This is an optimization exercise on Yosys and OpenROAD, whose aim is small area, a short achievable clock period and few clock cycles, not a production implementation. Only simulation tests tie the RTL to the original design; equivalence was not proved. Power is estimated from default activity; no workload was simulated.

// pnr_seq
module pnr_seq (
    input  wire        clk,
    input  wire        rst,
    input  wire        cmd_valid,
    output wire        cmd_ready,
    input  wire [31:0] cmd_word,
    input  wire [31:0] cmd_arg0,
    input  wire [31:0] cmd_arg1,
    input  wire [31:0] cmd_arg2,
    input  wire [9:0]  cfg_cell,
    input  wire [11:0] cfg_rs_mask,
    input  wire [15:0] cfg_rs_moff,
    output reg         done,
    output wire [7:0]  err_code,
    output reg  [30:0] prbs_x1,
    output reg  [30:0] prbs_x2,
    output reg  [30:0] prbs_cinit,
    output reg  [31:0] prbs_pos,
    output reg  [31:0] prbs_out,
    output wire [4:0]  map_i,
    output wire [4:0]  map_q,
    output wire [7:0]  map_norm,
    output reg  [30:0] rs_cinit,
    output reg         re_valid,
    output reg  [11:0] re_k,
    output reg  [1:0]  re_bits
);
Size in the first run: about 3,500 cells after synthesis, ~400 flip-flops, roughly 400 I/O pins, roughly 27,000 um^2 of cells after synthesis.
==> flow/config.mk <==
export PLATFORM = sky130hd
export DESIGN_NAME = pnr_seq
export DESIGN_NICKNAME = pnr_seq
export VERILOG_FILES = /design/flow/design.v
export SDC_FILE = /design/flow/constraint.sdc
export NUM_CORES = 4
export LEC_CHECK = 0
export CAP_MARGIN = 20
export CORE_MARGIN = 2
export CORE_UTILIZATION = 40
export SLEW_MARGIN = 20
==> flow/constraint.sdc <==
create_clock -name core_clock -period 12.0 [get_ports {clk}]
set_input_delay 2.4000 -clock core_clock [delete_from_list [all_inputs] [get_ports {clk}]]
set_output_delay 2.4000 -clock core_clock [all_outputs]
set_load 0.01 [all_outputs]
standard.sh (not shown) runs the stock make flow with config.mk's settings and CLKGATE_MAP_FILE= SYNTH_SCRIPT=/design/flow/synth_recipe.tcl, a recipe that flattens the netlist after the stock synthesis.
==> flow/flow/run.sh <==
#!/bin/bash
# Layout flow: the standard ORFS flow (standard.sh, unchanged synthesis,
# floorplan, placement, CTS, routing and finish) at the design's clock period
# and constraints, with three changes to how the layout is made:
#  - every input and output port still gets its own buffer, but a
#    sky130_fd_sc_hd__buf_1 one (buffer_ports -buffer_cell);
#  - ORFS's repair_timing passes (floorplan, CTS, global route) aim for a
#    setup slack of SETUP_SLACK_MARGIN ns instead of 0, so they size and
#    buffer the design towards a shorter achieved period;
#  - CTS clusters up to 24 sinks within 100 um per leaf buffer (fewer clock
#    buffers; every register still gets the same balanced tree).
# make's full output (which includes every tool's output; ORFS also keeps a
# log per step under orfs/logs) goes to flow_make.log in the work folder.
set -euo pipefail
bash standard.sh SETUP_SLACK_MARGIN=8.3 \
    "BUFFER_PORTS_ARGS=-buffer_cell sky130_fd_sc_hd__buf_1" \
    CTS_CLUSTER_SIZE=24 CTS_CLUSTER_DIAMETER=100 \
    finish > flow_make.log 2>&1
test -s out/final.def
Testbench counts at the start, summed over its fixed seeds: cycles 49,452.
Edit:
--- a/flow/design.v
+++ b/flow/design.v
@@ -59,12 +59,13 @@
     reg        err_rng, err_ill, err_any;
     reg [3:1]  norm_t;         
     reg        map_v;          
     reg [4:1]  map_ih, map_qh;
     reg [5:0]  s_lo;           
     reg        d_rsc, d_rsg, d_gen;
+    reg        d_ok;           
     reg [31:0] rem;            
     reg        nz64, nz16, nz2, nz1;
     reg        first;          
     reg        f_gs;           
     reg        f_gen;          
     reg        f_rs;           
@@ -97,20 +98,18 @@
     wire       i_seed  = (i_op == OP_PRBS_SEED) & i_z24;
     wire       i_gen   = (i_op == OP_PRBS_GEN)  & i_zhi & (i_lo != 6'd0) & (~i_lo[5] | (i_lo[4:0] == 5'd0));
     wire       i_skip  = (i_op == OP_PRBS_SKIP) & i_z24;
     wire       i_qam   = (i_op == OP_QAM_MAP)   & i_zhi & (i_lo[5:3] == 3'd0) & (~i_lo[2] | (i_lo[1:0] == 2'd0));
     wire       i_rsc   = (i_op == OP_RS_CINIT)  & i_rs;
     wire       i_rsg   = (i_op == OP_RS_GEN)    & i_rs;
-    wire       i_legal = i_nop | i_seed | i_gen | i_skip | i_qam | i_rsc | i_rsg;
     wire       acc     = st_idle & cmd_valid;
     wire       o_seed  = (i_op == OP_PRBS_SEED);
     wire       o_gen   = (i_op == OP_PRBS_GEN);
     wire       o_skip  = (i_op == OP_PRBS_SKIP);
     wire       o_rs    = (i_op[7:1] == 7'h18);      
-    wire       a_fin   = i_nop | i_qam | ~i_legal;
-    wire       a_dec   = i_gen | i_skip | i_rsc | i_rsg;
+    wire       o_fin   = ~(o_seed | o_gen | o_skip | o_rs);
     wire [2:0] ord   = i_lo[2:0];
     wire [1:0] sel   = s_lo[1:0];
     wire [9:0] rb_sum   = {1'b0, rem[8:0]} + {1'b0, rem[24:16]};
     wire       rng_err  = (rb_sum > 10'd273);
     wire [15:0] s_moff = {cur, mcnt};
     wire [9:0]  r_cell = wx2[9:0];
@@ -180,13 +179,13 @@
     wire [11:0] mlow    = mnext & (~mnext + 12'd1);
     wire [11:0] masklow = mask & (~mask + 12'd1);
     wire [11:0] mask_m1 = mask & (mask - 12'd1);
     wire        e_last  = rb_end & rb_one;
     wire        no_res  = (mask == 12'd0) | (rb_left == 9'd0);
     wire        rinit_fin = f_rng | f_cin | (f_rs & no_res);
-    wire fin = (acc & a_fin) | (st_rinit & rinit_fin) | (st_jump & jlast & ~f_rs)
+    wire fin = (acc & o_fin) | (st_dec & ~d_ok) | (st_rinit & rinit_fin) | (st_jump & jlast & ~f_rs)
              | (st_emit & e_last);
     wire idle_n = (st_idle & ~cmd_valid) | fin;
     always @(posedge clk) begin
         if (rst) begin
             st_idle    <= 1'b1;
             busy       <= 1'b0;
@@ -212,21 +211,26 @@
             re_valid   <= 1'b0;
         end else begin
             done     <= fin;
             re_valid <= st_emit;
             st_idle  <= idle_n;
             busy     <= ~idle_n;
-            st_dec   <= acc & a_dec;
-            st_mul   <= (st_dec & f_rsx & ~sel[1]) | (st_mul & ~mul_last);
-            st_rinit <= (acc & i_seed) | (st_dec & f_rsx & sel[1]) | (st_mul & mul_last);
-            st_jump  <= (st_dec & f_gs) | (st_rinit & ~rinit_fin) | (st_jump & ~jlast);
+            st_dec   <= acc & ~o_fin;
+            st_mul   <= (st_dec & d_ok & f_rsx & ~sel[1]) | (st_mul & ~mul_last);
+            st_rinit <= (st_dec & d_ok & (f_seed | (f_rsx & sel[1]))) | (st_mul & mul_last);
+            st_jump  <= (st_dec & d_ok & f_gs) | (st_rinit & ~rinit_fin) | (st_jump & ~jlast);
             st_emit  <= (st_jump & jlast & f_rs) | (st_emit & ~e_last);
-            if (acc) begin
+            if (st_dec) begin
                 err_rng <= 1'b0;
-                err_ill <= ~i_legal;
-                err_any <= ~i_legal;
+                err_ill <= ~d_ok;
+                err_any <= ~d_ok;
+            end
+            if (acc & o_fin) begin
+                err_rng <= 1'b0;
+                err_ill <= ~(i_nop | i_qam);
+                err_any <= ~(i_nop | i_qam);
                 if (i_qam) begin
                     map_ih <= qt_i ^ {4{qs_i}};
                     map_qh <= qt_q ^ {4{qs_q}};
                     map_v  <= 1'b1;
                     norm_t <= qn_t;
                 end
@@ -256,12 +260,13 @@
             end
         end
     end
     always @(posedge clk) begin
         if (~busy) begin
             s_lo   <= i_lo;
+            d_ok   <= i_seed | i_gen | i_skip | i_rsc | i_rsg;
             d_rsc  <= i_rsc;
             d_rsg  <= i_rsg;
             d_gen  <= o_gen;
             f_rsx  <= o_rs;
             f_gs   <= o_gen | o_skip;
             f_gen  <= o_gen;
Result: Cell area came out higher by 0.77%. Sequential share of layout area fell by 0.15 points. Clock skew drops by 0.0096 ns. Maximum frequency increases by 7.4%. Register-to-register slack is about the same. Global-route usage is about the same. Total power came out higher by 20%. Non-clock buffer count came out lower by 7. Combinational power increases by 77%. Critical path depth came out lower by 8. Utilization went down by 0.44 points. Via count grows by 2.8%.
Testbench counts after the change, summed over its fixed seeds: cycles 49,504.

========
## purple
Another version of the RTL of pnr_seq (not shown whole).
Size: roughly 3500 cells after synthesis, ~400 flip-flops, about 400 I/O pins, ~27000 µm² of cells after synthesis.
Settings: LEC_CHECK=0, CAP_MARGIN=20, CORE_MARGIN=2, CORE_UTILIZATION=40, SLEW_MARGIN=20; clock period 12.0 ns.
==> flow/flow/run.sh <==
#!/bin/bash
# Layout flow: the standard ORFS flow (standard.sh, unchanged synthesis,
# floorplan, placement, CTS, routing and finish) at the design's clock period
# and constraints, with two changes to how the layout is made:
#  - every input and output port still gets its own buffer, but a
#    sky130_fd_sc_hd__buf_1 one (buffer_ports -buffer_cell);
#  - ORFS's repair_timing passes (floorplan, CTS, global route) aim for a
#    setup slack of SETUP_SLACK_MARGIN ns instead of 0, so they size and
#    buffer the design towards a shorter achieved period.
# make's full output (which includes every tool's output; ORFS also keeps a
# log per step under orfs/logs) goes to flow_make.log in the work folder.
set -euo pipefail
bash standard.sh SETUP_SLACK_MARGIN=8.3 \
    "BUFFER_PORTS_ARGS=-buffer_cell sky130_fd_sc_hd__buf_1" \
    finish > flow_make.log 2>&1
test -s out/final.def
Testbench counts of purple, summed over its fixed seeds: cycles 49,452.
Changes in orange relative to purple:
-- flow/design.v --
<<< purple, line 63
    reg [5:0]  s_lo;           
    reg        d_rsc, d_rsg, d_gen;
    reg [31:0] rem;            
    reg        nz64, nz16, nz2, nz1;
>>> orange, line 63
    reg [5:0]  s_lo;           
    reg        d_rsc, d_rsg, d_gen;
    reg        d_ok;           
    reg [31:0] rem;            
    reg        nz64, nz16, nz2, nz1;
<<< purple, line 101
    wire       i_rsc   = (i_op == OP_RS_CINIT)  & i_rs;
    wire       i_rsg   = (i_op == OP_RS_GEN)    & i_rs;
    wire       i_legal = i_nop | i_seed | i_gen | i_skip | i_qam | i_rsc | i_rsg;
    wire       acc     = st_idle & cmd_valid;
    wire       o_seed  = (i_op == OP_PRBS_SEED);
>>> orange, line 102
    wire       i_rsc   = (i_op == OP_RS_CINIT)  & i_rs;
    wire       i_rsg   = (i_op == OP_RS_GEN)    & i_rs;
    wire       acc     = st_idle & cmd_valid;
    wire       o_seed  = (i_op == OP_PRBS_SEED);
<<< purple, line 107
    wire       o_skip  = (i_op == OP_PRBS_SKIP);
    wire       o_rs    = (i_op[7:1] == 7'h18);      
    wire       a_fin   = i_nop | i_qam | ~i_legal;
    wire       a_dec   = i_gen | i_skip | i_rsc | i_rsg;
    wire [2:0] ord   = i_lo[2:0];
    wire [1:0] sel   = s_lo[1:0];
>>> orange, line 107
    wire       o_skip  = (i_op == OP_PRBS_SKIP);
    wire       o_rs    = (i_op[7:1] == 7'h18);      
    wire       o_fin   = ~(o_seed | o_gen | o_skip | o_rs);
    wire [2:0] ord   = i_lo[2:0];
    wire [1:0] sel   = s_lo[1:0];
<<< purple, line 163
    wire [13:0] m_x    = sel[0] ? {c4p1, 5'b00001} : {2'b00, op_a};
    wire [11:0] m_y    = sel[0] ? {1'b0, i_p1, 4'd0} : {1'b0, r_cell, 1'b1};
    wire [19:0] acc_n  = {wx2[17:0], 2'b00} + (wx1[30] ? {5'd0, wx1[13:0], 1'b0} : 20'd0)
                                            + (wx1[29] ? {6'd0, wx1[13:0]} : 20'd0);
    wire [30:0] c_form = f_raw ? wx1
                       : f_pb  ? {5'd0, wx2[19:0], 4'd0, mrem[1:0]}
>>> orange, line 162
    wire [13:0] m_x    = sel[0] ? {c4p1, 5'b00001} : {2'b00, op_a};
    wire [11:0] m_y    = sel[0] ? {1'b0, i_p1, 4'd0} : {1'b0, r_cell, 1'b1};
    wire        bz     = (wx1[30] == wx1[29]) & (wx1[29] == wx1[28]);
    wire        bneg   = wx1[30] & ~bz;
    wire        btwo   = (wx1[30] ^ wx1[29]) & (wx1[29] == wx1[28]);
    wire [19:0] bmag   = bz ? 20'd0 : btwo ? {5'd0, wx1[13:0], 1'b0} : {6'd0, wx1[13:0]};
    wire [19:0] acc_n  = {wx2[17:0], 2'b00} + (bmag ^ {20{bneg}}) + {19'd0, bneg};
    wire [30:0] c_form = f_raw ? wx1
                       : f_pb  ? {5'd0, wx2[19:0], 4'd0, mrem[1:0]}
<<< purple, line 181
    wire        no_res  = (mask == 12'd0) | (rb_left == 9'd0);
    wire        rinit_fin = f_rng | f_cin | (f_rs & no_res);
    wire fin = (acc & a_fin) | (st_rinit & rinit_fin) | (st_jump & jlast & ~f_rs)
             | (st_emit & e_last);
    wire idle_n = (st_idle & ~cmd_valid) | fin;
>>> orange, line 183
    wire        no_res  = (mask == 12'd0) | (rb_left == 9'd0);
    wire        rinit_fin = f_rng | f_cin | (f_rs & no_res);
    wire fin = (acc & o_fin) | (st_dec & ~d_ok) | (st_rinit & rinit_fin) | (st_jump & jlast & ~f_rs)
             | (st_emit & e_last);
    wire idle_n = (st_idle & ~cmd_valid) | fin;
<<< purple, line 213
            st_idle  <= idle_n;
            busy     <= ~idle_n;
            st_dec   <= acc & a_dec;
            st_mul   <= (st_dec & f_rsx & ~sel[1]) | (st_mul & ~mul_last);
            st_rinit <= (acc & i_seed) | (st_dec & f_rsx & sel[1]) | (st_mul & mul_last);
            st_jump  <= (st_dec & f_gs) | (st_rinit & ~rinit_fin) | (st_jump & ~jlast);
            st_emit  <= (st_jump & jlast & f_rs) | (st_emit & ~e_last);
            if (acc) begin
                err_rng <= 1'b0;
                err_ill <= ~i_legal;
                err_any <= ~i_legal;
                if (i_qam) begin
                    map_ih <= qt_i ^ {4{qs_i}};
>>> orange, line 215
            st_idle  <= idle_n;
            busy     <= ~idle_n;
            st_dec   <= acc & ~o_fin;
            st_mul   <= (st_dec & d_ok & f_rsx & ~sel[1]) | (st_mul & ~mul_last);
            st_rinit <= (st_dec & d_ok & (f_seed | (f_rsx & sel[1]))) | (st_mul & mul_last);
            st_jump  <= (st_dec & d_ok & f_gs) | (st_rinit & ~rinit_fin) | (st_jump & ~jlast);
            st_emit  <= (st_jump & jlast & f_rs) | (st_emit & ~e_last);
            if (st_dec) begin
                err_rng <= 1'b0;
                err_ill <= ~d_ok;
                err_any <= ~d_ok;
            end
            if (acc & o_fin) begin
                err_rng <= 1'b0;
                err_ill <= ~(i_nop | i_qam);
                err_any <= ~(i_nop | i_qam);
                if (i_qam) begin
                    map_ih <= qt_i ^ {4{qs_i}};
<<< purple, line 257
        if (~busy) begin
            s_lo   <= i_lo;
            d_rsc  <= i_rsc;
            d_rsg  <= i_rsg;
>>> orange, line 264
        if (~busy) begin
            s_lo   <= i_lo;
            d_ok   <= i_seed | i_gen | i_skip | i_rsc | i_rsg;
            d_rsc  <= i_rsc;
            d_rsg  <= i_rsg;
--- outcome ---
Going from purple to orange, arrival time of the worst setup path lost 3.02 ns, global-route usage closely matched the old numbers, wire length on met1 decreased by 240 µm relative to the old numbers, met2 usage in global routing went up by 2.8 points.
Between orange and purple, it is orange whose cell area is higher, by 0.67%.
orange against purple: path length in cells of the critical path decreased by 8 relative to the old numbers; detailed route wirelength on metal3 down 15%.
Testbench counts of orange, summed over its fixed seeds: cycles 49,504.

what the ideal ports hide:
How much do the figures lean on ideal ports? The routed layouts below were timed once more, with nothing changed but the port constraints.
Step 1 (the two cells are an assumption about what drives the block):
set clk [get_ports {clk}]
set_driving_cell -lib_cell sky130_fd_sc_hd__clkbuf_16 $clk
set_driving_cell -lib_cell sky130_fd_sc_hd__buf_2 [delete_from_list [all_inputs] $clk]
Step 2 also shifts input and output timing later by t, the mid clock arrival at the registers, as if the neighbouring blocks saw the same clock.
a / b / c = no drivers / after step 1 / after step 2; a / b = the first two.
| run | t (ns) | setup slack, ns | worst hold slack (ns) |
|---|---|---|---|
| the first run of note 1 | 0.659 | 8.068 / 8.082 / 7.423 | 0.457 / 0.457 / 0.457 |
| the second run of note 1 | 0.681 | 8.339 / 8.268 / 7.760 | 0.459 / 0.459 / 0.459 |
| purple | 0.688 | 8.201 / 8.242 / 7.554 | 0.452 / 0.452 / 0.452 |
| orange | 0.663 | 8.306 / 8.239 / 7.828 | 0.452 / 0.452 / 0.452 |
After both steps every run listed still meets setup and hold. For purple, which loses most, drivers alone change the setup slack by +0.041 ns; drivers and shift together by -0.647 ns.
